From an optimization exercise on the open Yosys and OpenROAD flow, aimed at small area, a short achievable clock period and few clock cycles; shortcuts taken in it are not production practice. Power and IR drop assume default switching activity.

==> flow/design.v <==
module obd_rx (
    input  wire        clk,
    input  wire        rst,
    input  wire        start,
    input  wire [1:0]  proto,     
    input  wire [7:0]  pid,
    input  wire [7:0]  mode,
    input  wire [7:0]  cap,       
    input  wire [17:0] per,       
    output wire        idle,
    input  wire        e_valid,
    output wire        e_ready,
    input  wire [31:0] e_time,
    input  wire        e_end,     
    output reg         o_valid,
    output reg  [7:0]  o_data,
    output reg         done,
    output reg  [7:0]  status,
    output reg  [7:0]  count,     
    output reg  [6:0]  nbytes,    
    output reg         framing    
);
    localparam [7:0] ST_OK         = 8'h00;
    localparam [7:0] ST_NACK       = 8'h01;
    localparam [7:0] ST_ERR_TIMING = 8'h10;
    localparam [7:0] ST_ERR_SHORT  = 8'h11;
    localparam [7:0] ST_ERR_SID    = 8'h12;
    localparam [7:0] ST_ERR_PID    = 8'h13;
    localparam [7:0] ST_ERR_TRUNC  = 8'h14;
    localparam [7:0] ST_ERR_PROTO  = 8'h15;
    reg        busy;      
    reg        rx;        
    reg [1:0]  r_proto;
    reg [7:0]  r_pid;
    reg [7:0]  r_mode;
    reg [6:0]  r_cap;     
    reg [17:0] r_per;
    reg [19:0] m3;        
    reg [20:0] m5;        
    reg [20:0] m7;        
    reg [21:0] m9;        
    reg [21:0] h9;        
    reg        dv;
    reg        de;
    reg        sel;       
    reg [22:0] eA;        
    reg [22:0] eB;
    reg [30:0] th9;       
    reg        act;       
    reg        stop;      
    reg [30:0] sh9;       
    reg [9:0]  samp;      
    reg        fresh;     
    reg        ps;        
    reg [2:0]  h;
    reg [3:0]  pn;        
    reg        st0;       
    reg [3:0]  dsx;       
    reg [2:0]  nmin;      
    reg        nack;
    reg        sid_ok;
    reg        pid_ok;
    reg [7:0]  hb;        
    reg [1:0]  tag;       
    reg        trunc;     
    reg [3:0]  lhi;       
    reg [6:0]  rem;       
    assign idle    = ~busy;
    assign e_ready = rx;
    wire        take = rx & e_valid;
    wire [30:0] e_a  = e_time[30:0] - sh9;
    wire [30:0] e_b  = e_time[30:0] - th9;
    wire        en  = sel ? eB[22] : eA[22];
    wire [21:0] el  = sel ? eB[21:0] : eA[21:0];
    function past;
        input [21:0] x;
        input [21:0] m;
        reg          c;
        integer      i;
        begin
            c = 1'b0;
            for (i = 0; i < 22; i = i + 1)
                c = (x[i] & m[i]) | (c & (x[i] | m[i]));
            past = c;
        end
    endfunction
    wire [9:0] therm;
    assign therm[9] = ~en;
    assign therm[8] = ~en | past(el, {4'd0, r_per});
    assign therm[7] = ~en | past(el, {3'd0, r_per, 1'b0});
    assign therm[6] = ~en | past(el, {2'd0, m3});
    assign therm[5] = ~en | past(el, {2'd0, r_per, 2'b0});
    assign therm[4] = ~en | past(el, {1'd0, m5});
    assign therm[3] = ~en | past(el, {1'd0, m3, 1'b0});
    assign therm[2] = ~en | past(el, {1'd0, m7});
    assign therm[1] = ~en | past(el, {1'd0, r_per, 3'b0});
    assign therm[0] = ~en | past(el, m9);
    wire        newc     = dv & ~stop & (~act | therm[9]);
    wire        fin_edge = dv & act & ~stop & therm[9];
    wire        fin_end  = de & act & ~stop;
    wire        fin      = fin_edge | fin_end;
    wire        good     = ~fresh & ~samp[0] & samp[9];
    wire [9:0]  sv       = fresh ? 10'd0 : samp;
    wire [6:0]  n1       = nbytes + 7'd1;
    wire        st_e  = fin_end & good;
    wire        st    = ps | st_e;
    wire [7:0]  b     = samp[8:1];
    wire [3:0]  pi    = pn;                             
    wire        is_m3     = (r_mode == 8'd3);
    wire        ok_so_far = (r_proto != 2'd0) & ~nack & sid_ok & (~(r_mode == 8'd1) | pid_ok);
    wire [7:0]  cb    = is_m3 ? b : hb;
    wire        cv_ok = (is_m3 | (pi != 4'd0)) & ok_so_far;
    wire        at_ds = (pi == dsx);
    wire [11:0] llen  = {lhi, cb};
    wire [6:0]  lim_s = ({3'd0, cb[3:0]} < r_cap) ? {3'd0, cb[3:0]} : r_cap;
    wire [6:0]  lim_l = (llen < {5'd0, r_cap}) ? llen[6:0] : r_cap;
    wire        p_short = at_ds & (cb[7:4] == 4'h0);
    wire        p_long  = at_ds & (cb[7:4] == 4'h1);
    wire        p_plain = at_ds & (cb[7:4] != 4'h0) & (cb[7:4] != 4'h1);
    wire        p_len   = ~at_ds & (tag == 2'd3);
    wire        p_emit  = p_plain ? (r_cap != 7'd0)
                        : (~at_ds & (tag == 2'd1 || tag == 2'd2) & (rem != 7'd0));
    wire        at_h    = st & (pi == {1'b0, h});
    wire        at_h1   = st & (pi == {1'b0, h} + 4'd1);
    wire        pv      = st & cv_ok;
    wire        nack_f  = at_h ? (b == 8'h7F) : nack;
    wire        sid_f   = at_h ? (b == r_mode + 8'h40) : sid_ok;
    wire        pid_f   = at_h1 ? (b == r_pid) : pid_ok;
    wire        trunc_f = pv ? (p_long | (trunc & ~p_len)) : trunc;
    wire [6:0]  nf      = st_e ? n1 : nbytes;
    wire [6:0]  cnt_f   = count[6:0] + {6'd0, pv & p_emit};
    always @(posedge clk) begin
        dv      <= take & ~e_end;
        de      <= take & e_end;
        ps      <= fin_edge & good;
        o_valid <= pv & p_emit;
        done    <= de;
        if (rst) begin
            busy    <= 1'b0;
            rx      <= 1'b0;
            dv      <= 1'b0;
            de      <= 1'b0;
            ps      <= 1'b0;
            o_valid <= 1'b0;
            done    <= 1'b0;
        end else begin
            if (start & ~busy)
                busy <= 1'b1;
            if (st0)
                rx   <= 1'b1;
            if (take & e_end)
                rx <= 1'b0;
            if (de)
                busy <= 1'b0;
        end
    end
    always @(posedge clk) begin
        eA      <= {e_a[30], e_a[21:0]};
        eB      <= {e_b[30], e_b[21:0]};
        sel     <= newc;
        m3      <= {2'd0, r_per} + {1'd0, r_per, 1'b0};
        m5      <= {3'd0, r_per} + {1'd0, r_per, 2'b0};
        m7      <= {r_per, 3'b0} - {3'd0, r_per};
        m9      <= {4'd0, r_per} + {1'd0, r_per, 3'b0};
        h9      <= {4'd0, r_per} + {1'd0, r_per, 3'b0} + {5'd0, r_per[17:1]};
        if (take)
            th9 <= e_time[30:0] + {9'd0, h9};
        st0 <= start & ~busy;
        if (start & ~busy) begin
            r_proto <= proto;
            r_pid   <= pid;
            r_mode  <= mode;
            r_cap   <= (cap > 8'd64) ? 7'd64 : cap[6:0];
            r_per   <= per;
        end
        if (st0) begin
            pn      <= 4'd0;
            nbytes  <= 7'd0;
            framing <= 1'b0;
            act     <= 1'b0;
            stop    <= 1'b0;
            nack    <= 1'b0;
            sid_ok  <= 1'b0;
            pid_ok  <= 1'b0;
            tag     <= 2'd0;
            trunc   <= 1'b0;
            count   <= 8'd0;         
            rem     <= 7'd0;
            h       <= 3'd0;
            dsx     <= 4'd15;
            nmin    <= 3'd0;
        end
        if (newc) begin
            sh9   <= th9;
            fresh <= 1'b1;
            act   <= 1'b1;
        end else if (dv & ~stop) begin
            samp  <= (sv & therm) | ({10{~sv[9]}} & ~therm);
            fresh <= 1'b0;
        end
        if (fin) begin
            if (~good) begin
                framing <= 1'b1;
                stop    <= 1'b1;
            end else begin
                nbytes <= n1;
                if (n1 == 7'd64)
                    stop <= 1'b1;
            end
        end
        if (st) begin
            if (pn != 4'd15)
                pn <= pn + 4'd1;
            hb     <= b;
            nack   <= nack_f;
            sid_ok <= sid_f;
            pid_ok <= pid_f;
            if (pi == 4'd0) begin
                if (r_proto == 2'd1)
                    h <= 3'd3;
                else
                    h <= 3'd1 + (b[7] ? 3'd2 : 3'd0) + ((b[5:0] == 6'd0) ? 3'd1 : 3'd0);
            end
            if (pi == 4'd1) begin
                dsx  <= {1'b0, h} + (is_m3 ? 4'd1 : ((r_pid != 8'd0) | (r_mode == 8'd1)) ? 4'd3 : 4'd2);
                nmin <= h + 3'd1 + (is_m3 ? 3'd0 : (r_pid == 8'd0) ? 3'd1 : 3'd2);
            end
        end
        if (pv) begin
            if (p_short) begin
                tag <= 2'd2;
                rem <= lim_s;
            end
            if (p_long) begin
                tag <= 2'd3;
                lhi <= cb[3:0];
            end
            if (p_plain) begin
                tag <= 2'd1;
                rem <= r_cap;
            end
            if (p_len) begin
                tag <= 2'd2;
                rem <= lim_l;
            end
            trunc <= trunc_f;
            if (p_emit) begin
                o_data <= cb;
                count  <= {1'b0, cnt_f};
                rem    <= (p_plain ? r_cap : rem) - 7'd1;
            end
        end
        if (de) begin
            count <= 8'hFF;
            if (r_proto == 2'd0)
                status <= ST_ERR_PROTO;
            else if (nf < 7'd3)
                status <= ST_ERR_TIMING;
            else if (nf < {4'd0, nmin})
                status <= ST_ERR_SHORT;
            else if (nack_f) begin
                status <= ST_NACK;
                count  <= 8'd0;
            end else if (~sid_f)
                status <= ST_ERR_SID;
            else if (r_mode == 8'd1 && ~pid_f)
                status <= ST_ERR_PID;
            else if (trunc_f)
                status <= ST_ERR_TRUNC;
            else begin
                status <= ST_OK;
                count  <= {1'b0, cnt_f};
            end
        end
    end
endmodule
==> flow/config.mk <==
export PLATFORM = sky130hd
export DESIGN_NAME = obd_rx
export DESIGN_NICKNAME = obd_rx
export VERILOG_FILES = /design/flow/design.v
export SDC_FILE = /design/flow/constraint.sdc
export NUM_CORES = 4
export LEC_CHECK = 0
export ABC_AREA = 1
export CAP_MARGIN = 20
export CORE_MARGIN = 2
export CORE_UTILIZATION = 60
export CTS_BUF_LIST = sky130_fd_sc_hd__clkbuf_8
export SLEW_MARGIN = 20
==> flow/constraint.sdc <==
create_clock -name core_clock -period 10.0 [get_ports {clk}]
set_input_delay 2.0000 -clock core_clock [delete_from_list [all_inputs] [get_ports {clk}]]
set_output_delay 2.0000 -clock core_clock [all_outputs]
set_load 0.01 [all_outputs]
standard.sh (not shown) runs the stock make flow with config.mk's settings and CLKGATE_MAP_FILE= SYNTH_SCRIPT=/design/flow/synth_recipe.tcl, a recipe that flattens the netlist after the stock synthesis.
==> flow/flow/run.sh <==
#!/bin/bash
# Standard layout, with timing repair aiming below the clock period and
# small port buffers (the repair upsizes those that need it).
export SETUP_SLACK_MARGIN=6.5
export BUFFER_PORTS_ARGS="-buffer_cell sky130_fd_sc_hd__buf_2"
bash standard.sh > standard.log 2>&1
Edit:
--- a/flow/design.v
+++ b/flow/design.v
@@ -53,7 +53,7 @@
     reg        fresh;     
     reg        ps;        
     reg [2:0]  h;
-    reg [3:0]  pn;        
+    reg [6:0]  pn;        
     reg        st0;       
     reg [3:0]  dsx;       
     reg [2:0]  nmin;      
@@ -65,6 +65,7 @@
     reg        trunc;     
     reg [3:0]  lhi;       
     reg [6:0]  rem;       
+    reg [6:0]  cnt;       
     assign idle    = ~busy;
     assign e_ready = rx;
     wire        take = rx & e_valid;
@@ -75,13 +76,10 @@
     function past;
         input [21:0] x;
         input [21:0] m;
-        reg          c;
-        integer      i;
+        reg   [22:0] s;
         begin
-            c = 1'b0;
-            for (i = 0; i < 22; i = i + 1)
-                c = (x[i] & m[i]) | (c & (x[i] | m[i]));
-            past = c;
+            s    = {1'b0, x} + {1'b0, m};
+            past = s[22];
         end
     endfunction
     wire [9:0] therm;
@@ -105,12 +103,12 @@
     wire        st_e  = fin_end & good;
     wire        st    = ps | st_e;
     wire [7:0]  b     = samp[8:1];
-    wire [3:0]  pi    = pn;                             
+    wire [6:0]  pi    = pn;                             
     wire        is_m3     = (r_mode == 8'd3);
     wire        ok_so_far = (r_proto != 2'd0) & ~nack & sid_ok & (~(r_mode == 8'd1) | pid_ok);
     wire [7:0]  cb    = is_m3 ? b : hb;
-    wire        cv_ok = (is_m3 | (pi != 4'd0)) & ok_so_far;
-    wire        at_ds = (pi == dsx);
+    wire        cv_ok = (is_m3 | (pi != 7'd0)) & ok_so_far;
+    wire        at_ds = (pi == {3'd0, dsx});
     wire [11:0] llen  = {lhi, cb};
     wire [6:0]  lim_s = ({3'd0, cb[3:0]} < r_cap) ? {3'd0, cb[3:0]} : r_cap;
     wire [6:0]  lim_l = (llen < {5'd0, r_cap}) ? llen[6:0] : r_cap;
@@ -120,15 +118,15 @@
     wire        p_len   = ~at_ds & (tag == 2'd3);
     wire        p_emit  = p_plain ? (r_cap != 7'd0)
                         : (~at_ds & (tag == 2'd1 || tag == 2'd2) & (rem != 7'd0));
-    wire        at_h    = st & (pi == {1'b0, h});
-    wire        at_h1   = st & (pi == {1'b0, h} + 4'd1);
+    wire        at_h    = st & (pi == {4'd0, h});
+    wire        at_h1   = st & (pi == {4'd0, h} + 7'd1);
     wire        pv      = st & cv_ok;
     wire        nack_f  = at_h ? (b == 8'h7F) : nack;
     wire        sid_f   = at_h ? (b == r_mode + 8'h40) : sid_ok;
     wire        pid_f   = at_h1 ? (b == r_pid) : pid_ok;
     wire        trunc_f = pv ? (p_long | (trunc & ~p_len)) : trunc;
     wire [6:0]  nf      = st_e ? n1 : nbytes;
-    wire [6:0]  cnt_f   = count[6:0] + {6'd0, pv & p_emit};
+    wire [6:0]  cnt_f   = cnt + {6'd0, pv & p_emit};
     always @(posedge clk) begin
         dv      <= take & ~e_end;
         de      <= take & e_end;
@@ -174,7 +172,7 @@
             r_per   <= per;
         end
         if (st0) begin
-            pn      <= 4'd0;
+            pn      <= 7'd0;
             nbytes  <= 7'd0;
             framing <= 1'b0;
             act     <= 1'b0;
@@ -184,7 +182,7 @@
             pid_ok  <= 1'b0;
             tag     <= 2'd0;
             trunc   <= 1'b0;
-            count   <= 8'd0;         
+            cnt     <= 7'd0;
             rem     <= 7'd0;
             h       <= 3'd0;
             dsx     <= 4'd15;
@@ -209,19 +207,18 @@
             end
         end
         if (st) begin
-            if (pn != 4'd15)
-                pn <= pn + 4'd1;
+            pn     <= pn + 7'd1;
             hb     <= b;
             nack   <= nack_f;
             sid_ok <= sid_f;
             pid_ok <= pid_f;
-            if (pi == 4'd0) begin
+            if (pi == 7'd0) begin
                 if (r_proto == 2'd1)
                     h <= 3'd3;
                 else
                     h <= 3'd1 + (b[7] ? 3'd2 : 3'd0) + ((b[5:0] == 6'd0) ? 3'd1 : 3'd0);
             end
-            if (pi == 4'd1) begin
+            if (pi == 7'd1) begin
                 dsx  <= {1'b0, h} + (is_m3 ? 4'd1 : ((r_pid != 8'd0) | (r_mode == 8'd1)) ? 4'd3 : 4'd2);
                 nmin <= h + 3'd1 + (is_m3 ? 3'd0 : (r_pid == 8'd0) ? 3'd1 : 3'd2);
             end
@@ -246,7 +243,7 @@
             trunc <= trunc_f;
             if (p_emit) begin
                 o_data <= cb;
-                count  <= {1'b0, cnt_f};
+                cnt    <= cnt_f;
                 rem    <= (p_plain ? r_cap : rem) - 7'd1;
             end
         end
After rerunning: Setup slack improved by 0.93 ns; wire length went up by roughly a tenth; fmax went up by a quarter to a third; total power went down slightly; synthesized area went up by roughly a tenth; utilization went down by 5.8 points; global-route usage went up by 0.68 points; final area went up by a few percent; via count went up by a little under a tenth; clock power went down by a few percent; die area went up by roughly a tenth; non-clock buffer count went down by 139; first-iteration DRC count went down slightly.
Function was not checked in any run of this note: the RTL went through the layout flow alone.

==> port drivers added, routing unchanged <==
No port has a modelled driver above. Below, the same layouts with a new extraction and two added sets of constraints. Step 1 (the two cells are an assumption about what drives the block):
set clk [get_ports {clk}]
set_driving_cell -lib_cell sky130_fd_sc_hd__clkbuf_16 $clk
set_driving_cell -lib_cell sky130_fd_sc_hd__buf_2 [delete_from_list [all_inputs] $clk]
Step 2 adds t to the input delays and takes it off the output delays; t is the mean of the earliest and latest rising clock arrival at the registers after step 1. Input paths then give back, and output paths get back, about the clock's delay inside the block. Slacks: ideal / step 1 / step 2; pairs: ideal / step 1.
run | shift t [ns] | setup WS [ns] | hold WS [ns]
the first run | 0.694 | 5.617 / 5.627 / 4.934 | 0.447 / 0.447 / 0.447
the second run | 0.727 | 6.551 / 6.544 / 5.817 | 0.444 / 0.444 / 0.444
After both steps every run listed still meets setup and hold. The setup slack of the second run, which loses most, moves by -0.007 ns with the drivers and by -0.734 ns with both steps.
